What follows belongs to an exercise in optimizing a design on an open flow for small area; a production flow would make more cautious choices. RTL that was checked went through simulation tests only; none was proved equivalent to the original. Power is estimated from default activity; no workload was simulated.

==> inputs of run a <==
// sps_serial_reader
module sps_serial_reader (
    input  wire        clk,
    input  wire        rst,
    input  wire        start,
    input  wire        init,
    output wire        busy,
    output reg         done,
    input  wire [7:0]  rx_count,    
    input  wire [7:0]  rx_head,     
    output wire        rx_pop,      
    output wire        rx_discard,  
    output reg  [3:0]  last_result,
    output reg         rec_valid,
    output wire [2:0]  health,
    output reg  [31:0] bad_cnt,
    output reg  [31:0] good_cnt,
    input  wire [3:0]  rec_sel,
    output wire [31:0] rec_data
);
==> flow/config.mk <==
export PLATFORM = sky130hd
export DESIGN_NAME = sps_serial_reader
export DESIGN_NICKNAME = sps_serial_reader
export VERILOG_FILES = /design/flow/design.v
export SDC_FILE = /design/flow/constraint.sdc
export NUM_CORES = 4
export LEC_CHECK = 0
export CAP_MARGIN = 20
export CORE_MARGIN = 2
export CORE_UTILIZATION = 65
export CTS_BUF_LIST = sky130_fd_sc_hd__clkbuf_4
export PLACE_DENSITY = 0.75
export SLEW_MARGIN = 20
export SYNTH_HIERARCHICAL = 1
==> flow/constraint.sdc <==
create_clock -name core_clock -period 10.0 [get_ports {clk}]
set_input_delay 2.0000 -clock core_clock [delete_from_list [all_inputs] [get_ports {clk}]]
set_output_delay 2.0000 -clock core_clock [all_outputs]
set_load 0.01 [all_outputs]
standard.sh (not shown) runs the stock make flow with config.mk's settings and CLKGATE_MAP_FILE= SYNTH_SCRIPT=/design/flow/synth_recipe.tcl, a recipe that flattens the netlist after the stock synthesis.
==> flow/flow/run.sh <==
#!/bin/bash
# Standard synthesis and layout, with three changes: after synthesis every
# cell is set to the smallest drive strength of its family (repair sizes
# up again where needed), port buffers use the smallest buffer cell, and
# clock-tree sinks are clustered into larger groups without dummy loads.
set -euo pipefail
cd "$(dirname "$0")/.."
ARGS=(
  "BUFFER_PORTS_ARGS=-buffer_cell sky130_fd_sc_hd__buf_1"
  "CTS_ARGS=-sink_clustering_enable -repair_clock_nets -buf_list sky130_fd_sc_hd__clkbuf_4 -sink_clustering_size 10 -sink_clustering_max_diameter 40 -dont_use_dummy_load"
)
bash standard.sh synth "${ARGS[@]}" > flow_synth.log 2>&1
DOWNSIZE_ODB=orfs/results/sky130hd/sps_serial_reader/base/1_synth.odb \
  openroad -no_init -exit flow/downsize.tcl > flow_downsize.log 2>&1
bash standard.sh finish "${ARGS[@]}" > flow_make.log 2>&1
==> flow/flow/downsize.tcl <==
# Swap every standard cell of the synthesized netlist to the smallest drive
# strength of its own cell family (same function and pins). Placement and the
# later repair steps size cells up again wherever timing, slew or load needs it.
set odb $::env(DOWNSIZE_ODB)
read_db $odb
set db [ord::get_db]
set dont_use {probe_p lpflow_ fill decap tapvpwrvgnd diode}
set best [dict create]
foreach lib [$db getLibs] {
  foreach m [$lib getMasters] {
    set n [$m getName]
    if {![regexp {^(sky130_fd_sc_hd__[a-z0-9]+)_([0-9]+)$} $n -> fam drv]} { continue }
    set skip 0
    foreach d $dont_use { if {[string first $d $n] >= 0} { set skip 1 } }
    if {$skip} { continue }
    set a [expr {[$m getWidth] * [$m getHeight]}]
    if {![dict exists $best $fam] || $a < [lindex [dict get $best $fam] 0]} {
      dict set best $fam [list $a $m]
    }
  }
}
set before 0.0
set after 0.0
set swapped 0
foreach inst [[ord::get_db_block] getInsts] {
  set m [$inst getMaster]
  set n [$m getName]
  set before [expr {$before + [$m getWidth] * [$m getHeight] / 1e6}]
  if {[regexp {^(sky130_fd_sc_hd__[a-z0-9]+)_([0-9]+)$} $n -> fam drv] && [dict exists $best $fam]} {
    set nm [lindex [dict get $best $fam] 1]
    if {[$nm getName] ne $n} {
      if {[$inst swapMaster $nm]} { incr swapped; set m $nm }
    }
  }
  set after [expr {$after + [$m getWidth] * [$m getHeight] / 1e6}]
}
puts "downsize: swapped $swapped cells, area [format %.1f $before] -> [format %.1f $after] um2"
write_db $odb
==> inputs of run b, as changes to run a <==
==> flow/flow/run.sh (replaced) <==
#!/bin/bash
# Standard layout, with two changes: port buffers use the smallest buffer cell,
# and clock-tree sinks are clustered into larger groups without dummy loads.
set -euo pipefail
cd "$(dirname "$0")/.."
bash standard.sh finish \
  "BUFFER_PORTS_ARGS=-buffer_cell sky130_fd_sc_hd__buf_1" \
  "CTS_ARGS=-sink_clustering_enable -repair_clock_nets -buf_list sky130_fd_sc_hd__clkbuf_4 -sink_clustering_size 10 -sink_clustering_max_diameter 40 -dont_use_dummy_load" \
  > flow_make.log 2>&1
==> flow/config.mk (replaced) <==
export PLATFORM = sky130hd
export DESIGN_NAME = sps_serial_reader
export DESIGN_NICKNAME = sps_serial_reader
export VERILOG_FILES = /design/flow/design.v
export SDC_FILE = /design/flow/constraint.sdc
export NUM_CORES = 4
export LEC_CHECK = 0
export CAP_MARGIN = 0
export CORE_MARGIN = 2
export CORE_UTILIZATION = 75
export PLACE_DENSITY = 0.85
export SLEW_MARGIN = 0
export SYNTH_HIERARCHICAL = 1
removed: flow/flow/downsize.tcl
==> inputs of run c, as changes to run a <==
--- a/flow/design.v
+++ b/flow/design.v
@@ -24,23 +24,22 @@
     reg  [2:0]  code;        
     reg  [5:0]  cnt;         
     reg         esc;         
     reg         sbad;        
     reg  [7:0]  sum;         
-    reg  [4:0]  ph;          
+    reg  [3:0]  ph;          
     reg         cur;         
     reg         healthy, degraded;
-    reg  [31:0] ring [0:19];
+    reg  [31:0] ra [0:9];
+    reg  [31:0] rb [0:9];
     integer j;
     wire have_byte = (rx_count != 8'd0);
     wire in_hdr    = (cnt[5:3] == 3'b111) && (cnt[2:0] >= 3'd3);
     wire in_pay    = (cnt < 6'd40);
     wire is_chk    = (cnt == 6'd40);
     wire is_end    = (cnt == 6'd41);
-    wire [4:0] tgt_raw = (cur ? 5'd0 : 5'd10) + {1'b0, cnt[5:2]} + {2'b0, cnt[1:0], 1'b0};
-    wire [4:0] tgt     = (tgt_raw >= 5'd20) ? tgt_raw - 5'd20 : tgt_raw;
-    wire aligned   = (ph == tgt);
+    wire aligned   = (ph == cnt[5:2]);
     wire head_esc  = (rx_head == 8'h7D);
     wire esc_ok    = (rx_head == 8'h5E) || (rx_head == 8'h5D) ||
                      (rx_head == 8'h31) || (rx_head == 8'h33);
     wire [7:0] val = {rx_head[7:6], rx_head[5] ^ esc, rx_head[4:0]};
     wire popping   = (state == S_POP);
@@ -53,49 +52,44 @@
     wire accept   = (state == S_IDLE) && start;
     wire do_init  = (state == S_IDLE) && !start && init;
     wire ok_end   = popping && have_byte && is_end && (rx_head == 8'h7E) && (sum == 8'h7D);
     wire fail_c   = (state == S_FIN);
     always @(posedge clk) begin
-        for (j = 0; j < 19; j = j + 1)
-            ring[j] <= ring[j+1];
-        ring[19] <= ring[0];
-        if (ins)
+        for (j = 0; j < 9; j = j + 1) begin
+            ra[j] <= ra[j+1];
+            rb[j] <= rb[j+1];
+        end
+        ra[9] <= ra[0];
+        rb[9] <= rb[0];
+        if (ins && cur) begin
             case (cnt[1:0])
-                2'd0: ring[19][31:24] <= val;
-                2'd1: ring[17][23:16] <= val;
-                2'd2: ring[15][15:8]  <= val;
-                2'd3: ring[13][7:0]   <= val;
+                2'd0: ra[9][31:24] <= val;
+                2'd1: ra[9][23:16] <= val;
+                2'd2: ra[9][15:8]  <= val;
+                2'd3: ra[9][7:0]   <= val;
             endcase
-        ph <= (rst || ph >= 5'd19) ? 5'd0 : ph + 5'd1;
+        end
+        if (ins && !cur) begin
+            case (cnt[1:0])
+                2'd0: rb[9][31:24] <= val;
+                2'd1: rb[9][23:16] <= val;
+                2'd2: rb[9][15:8]  <= val;
+                2'd3: rb[9][7:0]   <= val;
+            endcase
+        end
+        ph <= (rst || ph >= 4'd9) ? 4'd0 : ph + 4'd1;
     end
-    wire [5:0] pdiff = (cur ? 6'd10 : 6'd0) + {2'b0, rec_sel} - {1'b0, ph};
-    wire [4:0] pos   = pdiff[5] ? pdiff[4:0] + 5'd20 :
-                       (pdiff[4:0] >= 5'd20) ? pdiff[4:0] - 5'd20 : pdiff[4:0];
-    wire [19:0] rsel;
-    genvar q, b;
-    generate for (q = 0; q < 20; q = q + 1) begin : g_sel
-        assign rsel[q] = (pos == q);
-    end endgenerate
-    generate for (b = 0; b < 32; b = b + 1) begin : g_rd
-        wire [19:0] d;
-        wire [6:0]  t;
-        for (q = 0; q < 20; q = q + 1) begin : g_d
-            assign d[q] = ring[q][b];
-        end
-        for (q = 0; q < 6; q = q + 1) begin : g_aoi
-            srd_aoi222 u_aoi (
-                .a1(d[3*q]),   .a2(rsel[3*q]),
-                .b1(d[3*q+1]), .b2(rsel[3*q+1]),
-                .c1(d[3*q+2]), .c2(rsel[3*q+2]),
-                .y(t[q]));
-        end
-        srd_aoi22 u_aoi6 (
-            .a1(d[18]), .a2(rsel[18]),
-            .b1(d[19]), .b2(rsel[19]),
-            .y(t[6]));
-        srd_nand7 u_or (.a(t), .y(rec_data[b]));
-    end endgenerate
+    wire [4:0] pdiff = {1'b0, rec_sel} - {1'b0, ph};
+    wire [3:0] pos   = pdiff[4] ? pdiff[3:0] + 4'd10 : pdiff[3:0];
+    reg  [31:0] rd;
+    always @(*) begin
+        rd = 32'h0;
+        for (j = 0; j < 10; j = j + 1)
+            if (pos == j)
+                rd = rd | (cur ? rb[j] : ra[j]);
+    end
+    assign rec_data = rd;
     assign health = {degraded, healthy, healthy};
     wire [31:0] bad_inc  = (&bad_cnt)  ? bad_cnt  : bad_cnt  + 32'd1;
     wire [31:0] good_inc = (&good_cnt) ? good_cnt : good_cnt + 32'd1;
     always @(posedge clk) begin
         if (popping && have_byte && rx_pop) begin
@@ -190,23 +184,5 @@
                 end
             endcase
         end
     end
 endmodule
-module srd_aoi222 (
-    input  wire a1, a2, b1, b2, c1, c2,
-    output wire y
-);
-    assign y = ~((a1 & a2) | (b1 & b2) | (c1 & c2));
-endmodule
-module srd_aoi22 (
-    input  wire a1, a2, b1, b2,
-    output wire y
-);
-    assign y = ~((a1 & a2) | (b1 & b2));
-endmodule
-module srd_nand7 (
-    input  wire [6:0] a,
-    output wire       y
-);
-    assign y = ~(&a);
-endmodule
==> flow/run.sh (new file) <==
#!/bin/bash
# synth_recipe.tcl (not shown) runs the flow's synth.tcl, then flattens the netlist and writes it again
# the make line also repeats each setting of config.mk as NAME=value (left out here)
make -C /OpenROAD-flow-scripts/flow DESIGN_CONFIG=/design/flow/config.mk WORK_HOME=/design/flow/orfs CLKGATE_MAP_FILE= SYNTH_SCRIPT=/design/flow/synth_recipe.tcl finish
==> flow/config.mk (replaced) <==
export PLATFORM = sky130hd
export DESIGN_NAME = sps_serial_reader
export DESIGN_NICKNAME = sps_serial_reader
export VERILOG_FILES = /design/flow/design.v
export SDC_FILE = /design/flow/constraint.sdc
export NUM_CORES = 4
export LEC_CHECK = 0
export CAP_MARGIN = 20
export CORE_MARGIN = 2
export CORE_UTILIZATION = 40
export SLEW_MARGIN = 20
removed: flow/flow/run.sh
removed: flow/flow/downsize.tcl
removed: flow/standard.sh
==> qor summary <==
| metric | run b | run c | run a |
|---|---|---|---|
| Met2 demand-to-capacity share in global routing | 55.3% | 26.5% | 47.2% |
| Routed metal-1 wire length | 21500 um | 25100 um | 23100 um |
| Simple-gate area share of the yosys netlist | 10.8% | 8.05% | - |
| Floorplan die width | 176 um | 252 um | 187 um |
| Top fanout value on the critical path | 21 | 34 | 18 |
| Worst setup path end | rec_data[18] | rec_data[26] | rec_data[30] |
| Count of flip-flops with a built-in enable after synthesis | 12 | 12 | - |
| Pre-CTS worst setup slack | 1.17 ns | 1.60 ns | 1.14 ns |
| Max Clock Freq | 0.112 GHz | 0.119 GHz | 0.112 GHz |
| Detailed Route WL | 53200 um | 52100 um | 53600 um |
| Standard cell with the maximum stage delay on the critical path | nor2_2 | clkdlybuf4s50_1 | or2_0 |
| Sequential-to-total area share from yosys stat | 67.6% | 60.7% | - |
| Largest register FFs | 640 | - | 640 |
| Hpwl dp | 33500 um | 32600 um | 32700 um |
| Met1 layer usage reported by global route | 45.3% | 23.3% | 42.5% |
| Status | complete, no violations | complete, no violations | complete, no violations |
| Via-to-Cell Ratio | 6.75 | 5.15 | 6.43 |
| Number of buffer and inverter stages on the critical path | 7 | 5 | 7 |
| Worst-Skew Late Latency | 0.78 ns | 0.59 ns | 0.82 ns |
| Num rows | 62 | 90 | 67 |
| Filler Cells Inserted | 1642 | 5190 | 2409 |
| Comb pwr share | 7.5% | 5.3% | 7.7% |
| Number of global-route vias before repair | 15600 | 14800 | 14800 |

---

==> inputs of trial 48 <==
sps_serial_reader, a different RTL version from the one above (not shown whole).
export LEC_CHECK = 0
export CAP_MARGIN = 0
export CORE_MARGIN = 2
export CORE_UTILIZATION = 75
export PLACE_DENSITY = 0.85
export SLEW_MARGIN = 0
export SYNTH_HIERARCHICAL = 1
create_clock -name core_clock -period 10.0 [get_ports {clk}]
==> flow/flow/run.sh <==
#!/bin/bash
# Standard synthesis and layout, with three changes: after synthesis every
# cell is set to the smallest drive strength of its family (repair sizes
# up again where needed), port buffers use the smallest buffer cell, and
# clock-tree sinks are clustered into larger groups without dummy loads.
set -euo pipefail
cd "$(dirname "$0")/.."
ARGS=(
  "BUFFER_PORTS_ARGS=-buffer_cell sky130_fd_sc_hd__buf_1"
  "CTS_ARGS=-sink_clustering_enable -repair_clock_nets -buf_list sky130_fd_sc_hd__clkbuf_4 -sink_clustering_size 12 -sink_clustering_max_diameter 30 -dont_use_dummy_load"
)
bash standard.sh synth "${ARGS[@]}" > flow_synth.log 2>&1
DOWNSIZE_ODB=orfs/results/sky130hd/sps_serial_reader/base/1_synth.odb \
  openroad -no_init -exit flow/downsize.tcl > flow_downsize.log 2>&1
bash standard.sh finish "${ARGS[@]}" > flow_make.log 2>&1
==> flow/flow/downsize.tcl <==
# Swap every standard cell of the synthesized netlist to the smallest drive
# strength of its own cell family (same function and pins). Placement and the
# later repair steps size cells up again wherever timing, slew or load needs it.
set odb $::env(DOWNSIZE_ODB)
read_db $odb
set db [ord::get_db]
set dont_use {probe_p lpflow_ fill decap tapvpwrvgnd diode}
set best [dict create]
foreach lib [$db getLibs] {
  foreach m [$lib getMasters] {
    set n [$m getName]
    if {![regexp {^(sky130_fd_sc_hd__[a-z0-9]+)_([0-9]+)$} $n -> fam drv]} { continue }
    set skip 0
    foreach d $dont_use { if {[string first $d $n] >= 0} { set skip 1 } }
    if {$skip} { continue }
    set a [expr {[$m getWidth] * [$m getHeight]}]
    if {![dict exists $best $fam] || $a < [lindex [dict get $best $fam] 0]} {
      dict set best $fam [list $a $m]
    }
  }
}
set before 0.0
set after 0.0
set swapped 0
foreach inst [[ord::get_db_block] getInsts] {
  set m [$inst getMaster]
  set n [$m getName]
  set before [expr {$before + [$m getWidth] * [$m getHeight] / 1e6}]
  if {[regexp {^(sky130_fd_sc_hd__[a-z0-9]+)_([0-9]+)$} $n -> fam drv] && [dict exists $best $fam]} {
    set nm [lindex [dict get $best $fam] 1]
    if {[$nm getName] ne $n} {
      if {[$inst swapMaster $nm]} { incr swapped; set m $nm }
    }
  }
  set after [expr {$after + [$m getWidth] * [$m getHeight] / 1e6}]
}
puts "downsize: swapped $swapped cells, area [format %.1f $before] -> [format %.1f $after] um2"
write_db $odb
==> inputs of trial 20, as changes to trial 48 <==
--- a/flow/design.v
+++ b/flow/design.v
@@ -22,11 +22,12 @@
     reg  [2:0]  code;        
     reg  [5:0]  cnt;         
     reg         esc;         
     reg         sbad;        
     reg  [7:0]  sum;         
-    reg  [4:0]  ph;          
+    reg  [1:0]  ph4;
+    reg  [4:0]  ph5;
     reg         cur;         
     reg         healthy, degraded;
     reg  [31:0] ring [0:19];
     integer j;
     wire have      = |rx_count;
@@ -38,13 +39,14 @@
     wire in_pay    = (cnt < 6'd40);
     wire is_chk    = (cnt == 6'd40);
     wire is_end    = (cnt == 6'd41);
     wire is_h3     = (cnt == 6'd62);
     wire is_h4     = (cnt == 6'd63);
-    wire [4:0] tgt_raw = (cur ? 5'd0 : 5'd10) + {1'b0, cnt[5:2]} + {2'b0, cnt[1:0], 1'b0};
-    wire [4:0] tgt     = (tgt_raw >= 5'd20) ? tgt_raw - 5'd20 : tgt_raw;
-    wire aligned   = (ph == tgt);
+    wire [1:0] t4 = {cnt[3] ^ cnt[1] ^ !cur ^ (cnt[2] & cnt[0]), cnt[2] ^ cnt[0]};
+    wire [4:0] w5;
+    srd_mod5 u_w5 (.v(cnt[5:2]), .h(w5));
+    wire aligned   = (ph4 == t4) && |(ph5 & w5);
     wire [7:0] val = {rx_head[7:6], rx_head[5] ^ esc, rx_head[4:0]};
     wire busy_i    = pop_st | fin_st;
     wire accept    = !busy_i && start;
     wire acc_go    = accept && have && head_7e && (rx_count >= 8'd47);
     wire do_init   = !busy_i && !start && init;
@@ -67,23 +69,29 @@
             ring[j] <= ring[j+1];
         ring[19] <= ring[0];
         if (ins)
             case (cnt[1:0])
                 2'd0: ring[19][31:24] <= val;
-                2'd1: ring[17][23:16] <= val;
-                2'd2: ring[15][15:8]  <= val;
-                2'd3: ring[13][7:0]   <= val;
+                2'd1: ring[14][23:16] <= val;
+                2'd2: ring[9][15:8]   <= val;
+                2'd3: ring[4][7:0]    <= val;
             endcase
-        ph <= (rst || ph == 5'd19) ? 5'd0 : ph + 5'd1;
+        ph4 <= rst ? 2'd0 : ph4 + 2'd1;
+        ph5 <= rst ? 5'b00001 : {ph5[3:0], ph5[4]};
     end
-    wire [5:0] pdiff = (cur ? 6'd10 : 6'd0) + {2'b0, rec_sel} - {1'b0, ph};
-    wire [4:0] pos   = pdiff[5] ? pdiff[4:0] + 5'd20 :
-                       (pdiff[4:0] >= 5'd20) ? pdiff[4:0] - 5'd20 : pdiff[4:0];
+    wire [1:0] p4 = {rec_sel[1] ^ cur ^ ph4[1] ^ (!rec_sel[0] & ph4[0]), rec_sel[0] ^ ph4[0]};
+    wire [3:0] h4 = {p4 == 2'd3, p4 == 2'd2, p4 == 2'd1, p4 == 2'd0};
+    wire [4:0] s5;
+    srd_mod5 u_s5 (.v(rec_sel), .h(s5));
+    wire [4:0] h5;
     wire [19:0] rsel;
     genvar q, b;
+    generate for (q = 0; q < 5; q = q + 1) begin : g_h5
+        assign h5[q] = |(ph5 & {s5[(q+4)%5], s5[(q+3)%5], s5[(q+2)%5], s5[(q+1)%5], s5[q]});
+    end endgenerate
     generate for (q = 0; q < 20; q = q + 1) begin : g_sel
-        assign rsel[q] = (pos == q);
+        assign rsel[q] = h4[q % 4] & h5[q % 5];
     end endgenerate
     generate for (b = 0; b < 32; b = b + 1) begin : g_rd
         wire [19:0] d;
         wire [6:0]  t;
         for (q = 0; q < 20; q = q + 1) begin : g_d
@@ -188,5 +196,15 @@
     input  wire [6:0] a,
     output wire       y
 );
     assign y = ~(&a);
 endmodule
+module srd_mod5 (
+    input  wire [3:0] v,
+    output wire [4:0] h
+);
+    assign h[0] = (v == 4'd0) || (v == 4'd5);
+    assign h[1] = (v == 4'd1) || (v == 4'd6);
+    assign h[2] = (v == 4'd2) || (v == 4'd7);
+    assign h[3] = (v == 4'd3) || (v == 4'd8);
+    assign h[4] = (v == 4'd4) || (v == 4'd9);
+endmodule
==> flow/flow/run.sh (replaced) <==
#!/bin/bash
# Standard synthesis and layout, with three changes: after synthesis every
# cell is set to the smallest drive strength of its family (repair sizes
# up again where needed), port buffers use the smallest buffer cell, and
# clock-tree sinks are clustered into larger groups without dummy loads.
set -euo pipefail
cd "$(dirname "$0")/.."
ARGS=(
  "BUFFER_PORTS_ARGS=-buffer_cell sky130_fd_sc_hd__buf_1"
  "CTS_ARGS=-sink_clustering_enable -repair_clock_nets -buf_list sky130_fd_sc_hd__clkbuf_4 -sink_clustering_size 10 -sink_clustering_max_diameter 40 -dont_use_dummy_load"
)
bash standard.sh synth "${ARGS[@]}" > flow_synth.log 2>&1
DOWNSIZE_ODB=orfs/results/sky130hd/sps_serial_reader/base/1_synth.odb \
  openroad -no_init -exit flow/downsize.tcl > flow_downsize.log 2>&1
bash standard.sh finish "${ARGS[@]}" > flow_make.log 2>&1
CORE_UTILIZATION = 60   (was 75)
PLACE_DENSITY = 0.7   (was 0.85)
==> inputs of trial 90, as changes to trial 48 <==
--- a/flow/design.v
+++ b/flow/design.v
@@ -22,11 +22,12 @@
     reg  [2:0]  code;        
     reg  [5:0]  cnt;         
     reg         esc;         
     reg         sbad;        
     reg  [7:0]  sum;         
-    reg  [4:0]  ph;          
+    reg  [1:0]  ph4;
+    reg  [4:0]  ph5;
     reg         cur;         
     reg         healthy, degraded;
     reg  [31:0] ring [0:19];
     integer j;
     wire have      = |rx_count;
@@ -38,13 +39,14 @@
     wire in_pay    = (cnt < 6'd40);
     wire is_chk    = (cnt == 6'd40);
     wire is_end    = (cnt == 6'd41);
     wire is_h3     = (cnt == 6'd62);
     wire is_h4     = (cnt == 6'd63);
-    wire [4:0] tgt_raw = (cur ? 5'd0 : 5'd10) + {1'b0, cnt[5:2]} + {2'b0, cnt[1:0], 1'b0};
-    wire [4:0] tgt     = (tgt_raw >= 5'd20) ? tgt_raw - 5'd20 : tgt_raw;
-    wire aligned   = (ph == tgt);
+    wire [1:0] t4 = {cnt[3] ^ cnt[1] ^ !cur ^ (cnt[2] & cnt[0]), cnt[2] ^ cnt[0]};
+    wire [4:0] w5;
+    srd_mod5 u_w5 (.v(cnt[5:2]), .h(w5));
+    wire aligned   = (ph4 == t4) && |(ph5 & w5);
     wire [7:0] val = {rx_head[7:6], rx_head[5] ^ esc, rx_head[4:0]};
     wire busy_i    = pop_st | fin_st;
     wire accept    = !busy_i && start;
     wire acc_go    = accept && have && head_7e && (rx_count >= 8'd47);
     wire do_init   = !busy_i && !start && init;
@@ -67,23 +69,29 @@
             ring[j] <= ring[j+1];
         ring[19] <= ring[0];
         if (ins)
             case (cnt[1:0])
                 2'd0: ring[19][31:24] <= val;
-                2'd1: ring[17][23:16] <= val;
-                2'd2: ring[15][15:8]  <= val;
-                2'd3: ring[13][7:0]   <= val;
+                2'd1: ring[14][23:16] <= val;
+                2'd2: ring[9][15:8]   <= val;
+                2'd3: ring[4][7:0]    <= val;
             endcase
-        ph <= (rst || ph == 5'd19) ? 5'd0 : ph + 5'd1;
+        ph4 <= rst ? 2'd0 : ph4 + 2'd1;
+        ph5 <= rst ? 5'b00001 : {ph5[3:0], ph5[4]};
     end
-    wire [5:0] pdiff = (cur ? 6'd10 : 6'd0) + {2'b0, rec_sel} - {1'b0, ph};
-    wire [4:0] pos   = pdiff[5] ? pdiff[4:0] + 5'd20 :
-                       (pdiff[4:0] >= 5'd20) ? pdiff[4:0] - 5'd20 : pdiff[4:0];
+    wire [1:0] p4 = {rec_sel[1] ^ cur ^ ph4[1] ^ (!rec_sel[0] & ph4[0]), rec_sel[0] ^ ph4[0]};
+    wire [3:0] h4 = {p4 == 2'd3, p4 == 2'd2, p4 == 2'd1, p4 == 2'd0};
+    wire [4:0] s5;
+    srd_mod5 u_s5 (.v(rec_sel), .h(s5));
+    wire [4:0] h5;
     wire [19:0] rsel;
     genvar q, b;
+    generate for (q = 0; q < 5; q = q + 1) begin : g_h5
+        assign h5[q] = |(ph5 & {s5[(q+4)%5], s5[(q+3)%5], s5[(q+2)%5], s5[(q+1)%5], s5[q]});
+    end endgenerate
     generate for (q = 0; q < 20; q = q + 1) begin : g_sel
-        assign rsel[q] = (pos == q);
+        assign rsel[q] = h4[q % 4] & h5[q % 5];
     end endgenerate
     generate for (b = 0; b < 32; b = b + 1) begin : g_rd
         wire [19:0] d;
         wire [6:0]  t;
         for (q = 0; q < 20; q = q + 1) begin : g_d
@@ -188,5 +196,15 @@
     input  wire [6:0] a,
     output wire       y
 );
     assign y = ~(&a);
 endmodule
+module srd_mod5 (
+    input  wire [3:0] v,
+    output wire [4:0] h
+);
+    assign h[0] = (v == 4'd0) || (v == 4'd5);
+    assign h[1] = (v == 4'd1) || (v == 4'd6);
+    assign h[2] = (v == 4'd2) || (v == 4'd7);
+    assign h[3] = (v == 4'd3) || (v == 4'd8);
+    assign h[4] = (v == 4'd4) || (v == 4'd9);
+endmodule
==> flow/flow/run.sh (replaced) <==
#!/bin/bash
# Standard synthesis and layout, with three changes: after synthesis every
# cell is set to the smallest drive strength of its family (repair sizes
# up again where needed), port buffers use the smallest buffer cell, and
# clock-tree sinks are clustered into larger groups without dummy loads.
set -euo pipefail
cd "$(dirname "$0")/.."
ARGS=(
  "BUFFER_PORTS_ARGS=-buffer_cell sky130_fd_sc_hd__buf_1"
  "CTS_ARGS=-sink_clustering_enable -repair_clock_nets -buf_list sky130_fd_sc_hd__clkbuf_4 -sink_clustering_size 10 -sink_clustering_max_diameter 40 -dont_use_dummy_load"
)
bash standard.sh synth "${ARGS[@]}" > flow_synth.log 2>&1
DOWNSIZE_ODB=orfs/results/sky130hd/sps_serial_reader/base/1_synth.odb \
  openroad -no_init -exit flow/downsize.tcl > flow_downsize.log 2>&1
bash standard.sh finish "${ARGS[@]}" > flow_make.log 2>&1
GPL_TIMING_DRIVEN = 0   (was unset)
==> results.txt <==
----------------------------------------------------
[Outcome]
  Status ... no timing/DRC/antenna violations

[Pwr]
  Sw Share ... 0.223

[STA]
  Headroom to the max-slew limit ... 0.136

[Floorplan]
  Die footprint ... 36700 um^2

----------------------------------------------------
Source of the figures above: trial 20

==> results.txt <==
----------------------------------------------------
[STA]
  Headroom to the max-slew limit ... 0.0367

[Layout]
  Share of post-route cells with drive strength above 1 ... 0.0733
  Number of antenna cells inserted ... 1
  Leading cell category by total area ... flip-flops and latches

[Clocking]
  H-tree levels ... 3

[Outcome]
  Status ... no timing/DRC/antenna violations

[Pwr]
  Clock-net power ... 0.00125 W
  Sequential power ... 0.00296 W

[Floorplan]
  Die footprint ... 29500 um^2

----------------------------------------------------
Source of the figures above: trial 90

==> results.txt <==
----------------------------------------------------
[STA]
  Headroom to the max-slew limit ... 0.362

[Outcome]
  Status ... no timing/DRC/antenna violations

[Pwr]
  Sw Share ... 0.253

[Floorplan]
  Floorplan die width ... 173 um
  Die footprint ... 30100 um^2

[Synth]
  Avg Cell Area, Syn ... 13.8 um^2

----------------------------------------------------
Source of the figures above: trial 48

Function not checked in trial 48: the RTL went through the layout flow alone.

afterwards: timing with drivers on the ports:
How much do the figures lean on ideal ports? The routed layouts below were timed once more, with nothing changed but the port constraints. Step 1 (the two cells are an assumption about what drives the block):
set clk [get_ports {clk}]
set_driving_cell -lib_cell sky130_fd_sc_hd__clkbuf_16 $clk
set_driving_cell -lib_cell sky130_fd_sc_hd__buf_2 [delete_from_list [all_inputs] $clk]
Step 2 times the ports against the registers' clock, not the clock port: input delays grow and output delays shrink by t, the midpoint of the rising clock arrivals with the driver on. Slacks: ideal ports / drivers / drivers and shift; pairs: ideal ports / drivers.
run | t, ns | slack for setup (ns) | worst setup path at the end
run a | 0.817 | 1.070 / 1.031 / 1.031 | input to output
run b | 0.775 | 1.054 / 1.021 / 1.021 | input to output
run c | 0.641 | 1.601 / 1.571 / 1.571 | input to output
trial 48 | 0.798 | 1.148 / 1.121 / 0.700 | input to register
trial 20 | 0.791 | 1.454 / 1.481 / 0.690 | input to register
trial 90 | 0.737 | 1.033 / 1.056 / 0.320 | input to register
After both steps setup and hold are still met in every run listed. For trial 20, which loses most, drivers alone change the setup slack by +0.027 ns; drivers and shift together by -0.764 ns.
